What follows belongs to an exercise in optimizing a design on an open flow for small area; a production flow would make more cautious choices.
The RTL was checked by simulation tests, not by an equivalence proof against the original design.
Power and IR drop assume default switching activity.

==> build 80 <==
// servo_mux
module servo_mux (
    input  wire        clk,
    input  wire        rst,           
    input  wire        tick,          
    input  wire        host_valid,    
    input  wire        host_kind,     
    input  wire [27:0] host_word,
    output wire        host_ready,    
    output wire        resp_valid,
    output wire [7:0]  rdata,
    output wire [1:0]  status,
    output wire [15:0] result,
    output wire [3:0]  pin
);
==> flow/config.mk <==
export PLATFORM = sky130hd
export DESIGN_NAME = servo_mux
export DESIGN_NICKNAME = servo_mux
export VERILOG_FILES = /design/flow/design.v
export SDC_FILE = /design/flow/constraint.sdc
export NUM_CORES = 4
export LEC_CHECK = 0
export CAP_MARGIN = 20
export CORE_MARGIN = 2
export CORE_UTILIZATION = 40
export SLEW_MARGIN = 20
==> flow/constraint.sdc <==
create_clock -name core_clock -period 25.0 [get_ports {clk}]
set_input_delay 5.0000 -clock core_clock [delete_from_list [all_inputs] [get_ports {clk}]]
set_output_delay 5.0000 -clock core_clock [all_outputs]
set_load 0.01 [all_outputs]
standard.sh (not shown) runs the stock make flow with config.mk's settings and CLKGATE_MAP_FILE= SYNTH_SCRIPT=/design/flow/synth_recipe.tcl, a recipe that flattens the netlist after the stock synthesis.
==> flow/flow/run.sh <==
#!/bin/bash
# Layout flow: the standard flow (standard.sh) with three changes.
#  1. Synthesis is ORFS's synthesis run by synth_recipe.tcl, with ABC's
#     mapping script replaced by an area-oriented one (abc_map.script) and
#     without ORFS's full-adder extraction. Registers and their names are
#     those of the standard synthesis.
#  2. Ports are buffered with sky130_fd_sc_hd__buf_1 cells.
#  3. Clock tree synthesis uses small clock buffers and no dummy loads.
# Each tool's output goes to a log file of its own in the work folder.
set -euo pipefail
W=$(pwd)
F=$W/flow

# synthesis script: synth_recipe.tcl with ABC's script swapped
{
  cat <<EOT
proc abc {args} {
  set i [lsearch -exact \$args -script]
  if { \$i >= 0 } { set args [lreplace \$args \$i [expr {\$i + 1}] -script $F/abc_map.script] }
  yosys abc {*}\$args
}
EOT
  cat $W/synth_recipe.tcl
} > $W/flow_synth.tcl

bash $W/standard.sh SYNTH_SCRIPT=$W/flow_synth.tcl ADDER_MAP_FILE= synth > $W/synth.log 2>&1

bash $W/standard.sh \
  "BUFFER_PORTS_ARGS=-buffer_cell sky130_fd_sc_hd__buf_1" \
  "CTS_ARGS=-sink_clustering_enable -repair_clock_nets -buf_list {sky130_fd_sc_hd__clkbuf_2 sky130_fd_sc_hd__clkbuf_4} -dont_use_dummy_load" \
  finish > $W/layout.log 2>&1
==> flow/flow/abc_map.script <==
strash
&get -n
&dch -f
&nf -a -R 1000 -p
&put
topo
==> inputs of build 87, as changes to build 80 <==
--- a/flow/flow/run.sh
+++ b/flow/flow/run.sh
@@ -2,8 +2,9 @@
 # Layout flow: the standard flow (standard.sh) with three changes.
 #  1. Synthesis is ORFS's synthesis run by synth_recipe.tcl, with ABC's
 #     mapping script replaced by an area-oriented one (abc_map.script) and
-#     without ORFS's full-adder extraction. Registers and their names are
-#     those of the standard synthesis.
+#     without ORFS's full-adder extraction; outputs that share a net get
+#     sky130_fd_sc_hd__buf_1 buffers. Registers and their names are those of
+#     the standard synthesis.
 #  2. Ports are buffered with sky130_fd_sc_hd__buf_1 cells.
 #  3. Clock tree synthesis uses small clock buffers and no dummy loads.
 # Each tool's output goes to a log file of its own in the work folder.
@@ -23,7 +24,8 @@
   cat $W/synth_recipe.tcl
 } > $W/flow_synth.tcl
 
-bash $W/standard.sh SYNTH_SCRIPT=$W/flow_synth.tcl ADDER_MAP_FILE= synth > $W/synth.log 2>&1
+bash $W/standard.sh SYNTH_SCRIPT=$W/flow_synth.tcl ADDER_MAP_FILE= \
+  "MIN_BUF_CELL_AND_PORTS=sky130_fd_sc_hd__buf_1 A X" synth > $W/synth.log 2>&1
 
 bash $W/standard.sh \
   "BUFFER_PORTS_ARGS=-buffer_cell sky130_fd_sc_hd__buf_1" \
==> inputs of build 91, as changes to build 80 <==
==> flow/flow/run.sh (replaced) <==
#!/bin/bash
# Layout flow: the standard flow (standard.sh) with three changes.
#  1. Synthesis is ORFS's synthesis run by synth_recipe.tcl, with ABC's
#     mapping script replaced by an area-oriented one (abc_map.script) and
#     without ORFS's full-adder extraction; outputs that share a net get
#     sky130_fd_sc_hd__buf_1 buffers. Registers and their names are those of
#     the standard synthesis.
#  2. Ports are buffered with sky130_fd_sc_hd__buf_1 cells.
#  3. Clock tree synthesis uses small clock buffers and no dummy loads.
# Each tool's output goes to a log file of its own in the work folder.
set -euo pipefail
W=$(pwd)
F=$W/flow

# synthesis script: synth_recipe.tcl with ABC's script swapped
{
  cat <<EOT
proc abc {args} {
  set i [lsearch -exact \$args -script]
  if { \$i >= 0 } { set args [lreplace \$args \$i [expr {\$i + 1}] -script $F/abc_map.script] }
  yosys abc {*}\$args
}
EOT
  cat $W/synth_recipe.tcl
} > $W/flow_synth.tcl

bash $W/standard.sh SYNTH_SCRIPT=$W/flow_synth.tcl ADDER_MAP_FILE= \
  "MIN_BUF_CELL_AND_PORTS=sky130_fd_sc_hd__buf_1 A X" synth > $W/synth.log 2>&1

bash $W/standard.sh \
  "BUFFER_PORTS_ARGS=-buffer_cell sky130_fd_sc_hd__buf_1" GPL_TIMING_DRIVEN=0 \
  "CTS_ARGS=-sink_clustering_enable -repair_clock_nets -buf_list {sky130_fd_sc_hd__clkbuf_2 sky130_fd_sc_hd__clkbuf_4} -dont_use_dummy_load" \
  finish > $W/layout.log 2>&1
==> results_dict.tcl <==
set metrics [dict create \
    p_comb_mw 0.0924 \
    final_cell_mix "nand2_1, nor2_1, buf_1" \
    worstSetupPathDepth 22 \
    status "timing/DRC/antenna clean" \
    dpl_worst_slack_ps 14560 \
    ir_drop_v 0.00001803 \
    r2r_setup_slack_ps 21370 \
]
-- figures above: build 91

==> results_dict.tcl <==
set metrics [dict create \
    status "timing/DRC/antenna clean" \
    ir_drop_v 0.00001681 \
    worstSetupPathDepth 21 \
    r2r_setup_slack_ps 21440 \
    crit_top_cell "nor2_1" \
    p_comb_mw 0.0920 \
    dpl_worst_slack_ps 14820 \
    final_cell_mix "nand2_1, nor2_1, dfxtp_1" \
    wl_met2_mm 6.259 \
]
-- figures above: build 87

==> results_dict.tcl <==
set metrics [dict create \
    status "timing/DRC/antenna clean" \
    worstPathBufferInverterCount 1 \
    n_clock_buffer 9 \
    start_kind "flip-flop" \
    p_comb_mw 0.0916 \
    r2r_setup_slack_ps 21490 \
    worstSetupPathDepth 22 \
    dpl_worst_slack_ps 14810 \
]
-- figures above: build 80


========
==> job 7493: inputs <==
servo_mux, a different RTL version from the one above (not shown whole).
export LEC_CHECK = 0
export CAP_MARGIN = 20
export CORE_MARGIN = 2
export CORE_UTILIZATION = 40
export SLEW_MARGIN = 20
create_clock -name core_clock -period 25.0 [get_ports {clk}]
==> flow/flow/run.sh <==
#!/bin/bash
# Layout flow: the standard flow (standard.sh) with three changes.
#  1. Synthesis is ORFS's synthesis run by synth_recipe.tcl, with ABC's
#     mapping script replaced by an area-oriented one (abc_map.script) and
#     without ORFS's full-adder extraction. Registers and their names are
#     those of the standard synthesis.
#  2. Ports are buffered with sky130_fd_sc_hd__buf_1 cells.
#  3. Clock tree synthesis uses small clock buffers and no dummy loads.
# Each tool's output goes to a log file of its own in the work folder.
set -euo pipefail
W=$(pwd)
F=$W/flow

# synthesis script: synth_recipe.tcl with ABC's script swapped
{
  cat <<EOT
proc abc {args} {
  set i [lsearch -exact \$args -script]
  if { \$i >= 0 } { set args [lreplace \$args \$i [expr {\$i + 1}] -script $F/abc_map.script] }
  yosys abc {*}\$args
}
EOT
  cat $W/synth_recipe.tcl
} > $W/flow_synth.tcl

bash $W/standard.sh SYNTH_SCRIPT=$W/flow_synth.tcl ADDER_MAP_FILE= synth > $W/synth.log 2>&1

bash $W/standard.sh \
  "BUFFER_PORTS_ARGS=-buffer_cell sky130_fd_sc_hd__buf_1" \
  "CTS_ARGS=-sink_clustering_enable -repair_clock_nets -buf_list {sky130_fd_sc_hd__clkbuf_4} -sink_buffer_max_cap_derate 1.0 -dont_use_dummy_load" \
  finish > $W/layout.log 2>&1
Scripts as last shown in full above: flow/flow/abc_map.script
==> inputs of job 5744, as changes to job 7493 <==
--- a/flow/flow/run.sh
+++ b/flow/flow/run.sh
@@ -27,5 +27,5 @@
 
 bash $W/standard.sh \
   "BUFFER_PORTS_ARGS=-buffer_cell sky130_fd_sc_hd__buf_1" \
-  "CTS_ARGS=-sink_clustering_enable -repair_clock_nets -buf_list {sky130_fd_sc_hd__clkbuf_4} -sink_buffer_max_cap_derate 1.0 -dont_use_dummy_load" \
+  "CTS_ARGS=-sink_clustering_enable -repair_clock_nets -sink_clustering_size 64 -sink_clustering_max_diameter 400 -buf_list {sky130_fd_sc_hd__clkbuf_16} -dont_use_dummy_load" \
   finish > $W/layout.log 2>&1
==> comparison table <==
Status: job 5744 finished clean; job 7493 finished clean
Final worst path period need: job 5744 11.20 ns; job 7493 11.36 ns
Wire length per cell: job 5744 17.2 um; job 7493 17.0 um
Global routing usage summed across all routing layers: job 5744 24.5%; job 7493 24.2%
Arrival time at the worst endpoint: job 5744 6.20 ns; job 7493 6.36 ns
Cell Pwr Density: job 5744 54.7 nW/um^2; job 7493 45.0 nW/um^2
Wire length on met2: job 5744 6570 um; job 7493 6560 um
Clk cell area share: job 5744 4.65%; job 7493 1.44%
Leakage power of the design: job 5744 0.00162 uW; job 7493 0.00155 uW
Part of the total power dissipated in sequential elements: job 5744 39.7%; job 7493 49.7%
Share of total power in the clock network: job 5744 38.3%; job 7493 22.7%
Final Util: job 5744 47.1%; job 7493 45.6%
WL met1: job 5744 6180 um; job 7493 6160 um
Average vias per placed instance: job 5744 6.07; job 7493 6.16
Slowest stage delay, CP: job 5744 0.63 ns; job 7493 0.65 ns
Wire length of the first global-routing pass: job 5744 22300 um; job 7493 22100 um
Fraction of met1 tracks used by global routing: job 5744 32.1%; job 7493 32.9%
Reported clock group power: job 5744 101 uW; job 7493 47.9 uW
Fill cell total of the finished layout: job 5744 1089; job 7493 1106
Final Power: job 5744 265 uW; job 7493 211 uW
Design Area, Final: job 5744 4840 sq um; job 7493 4680 sq um
Hold_ws: job 5744 0.461 ns; job 7493 0.471 ns
Combinational power: job 5744 58.2 uW; job 7493 58.0 uW

-- static timing again, ports no longer ideal --
How much do the figures lean on ideal ports? The routed layouts below were timed once more, with nothing changed but the port constraints.
Step 1 assumes that a clkbuf_16 drives the clock port and a buf_2 every other input.
Step 2 times the ports against the registers' clock, not the clock port: input delays grow and output delays shrink by t, the midpoint of the rising clock arrivals with the driver on.
a / b / c = ideal / step 1 / step 2; a / b = the first two.
| run | t (ns) | setup WS [ns] | latest minus earliest clock arrival (ns) | pins driven straight from the clock port |
|---|---|---|---|---|
| build 80 | 0.417 | 14.285 / 14.257 / 14.674 | 0.040 / 0.040 | 1 |
| build 87 | 0.429 | 14.205 / 14.175 / 14.604 | 0.034 / 0.034 | 1 |
| build 91 | 0.439 | 13.953 / 13.924 / 14.363 | 0.022 / 0.022 | 1 |
| job 7493 | 0.427 | 13.636 / 13.610 / 14.037 | 0.033 / 0.033 | 1 |
| job 5744 | 0.362 | 13.799 / 13.765 / 14.127 | 0.014 / 0.014 | 1 |
After both steps every run listed still meets setup and hold.
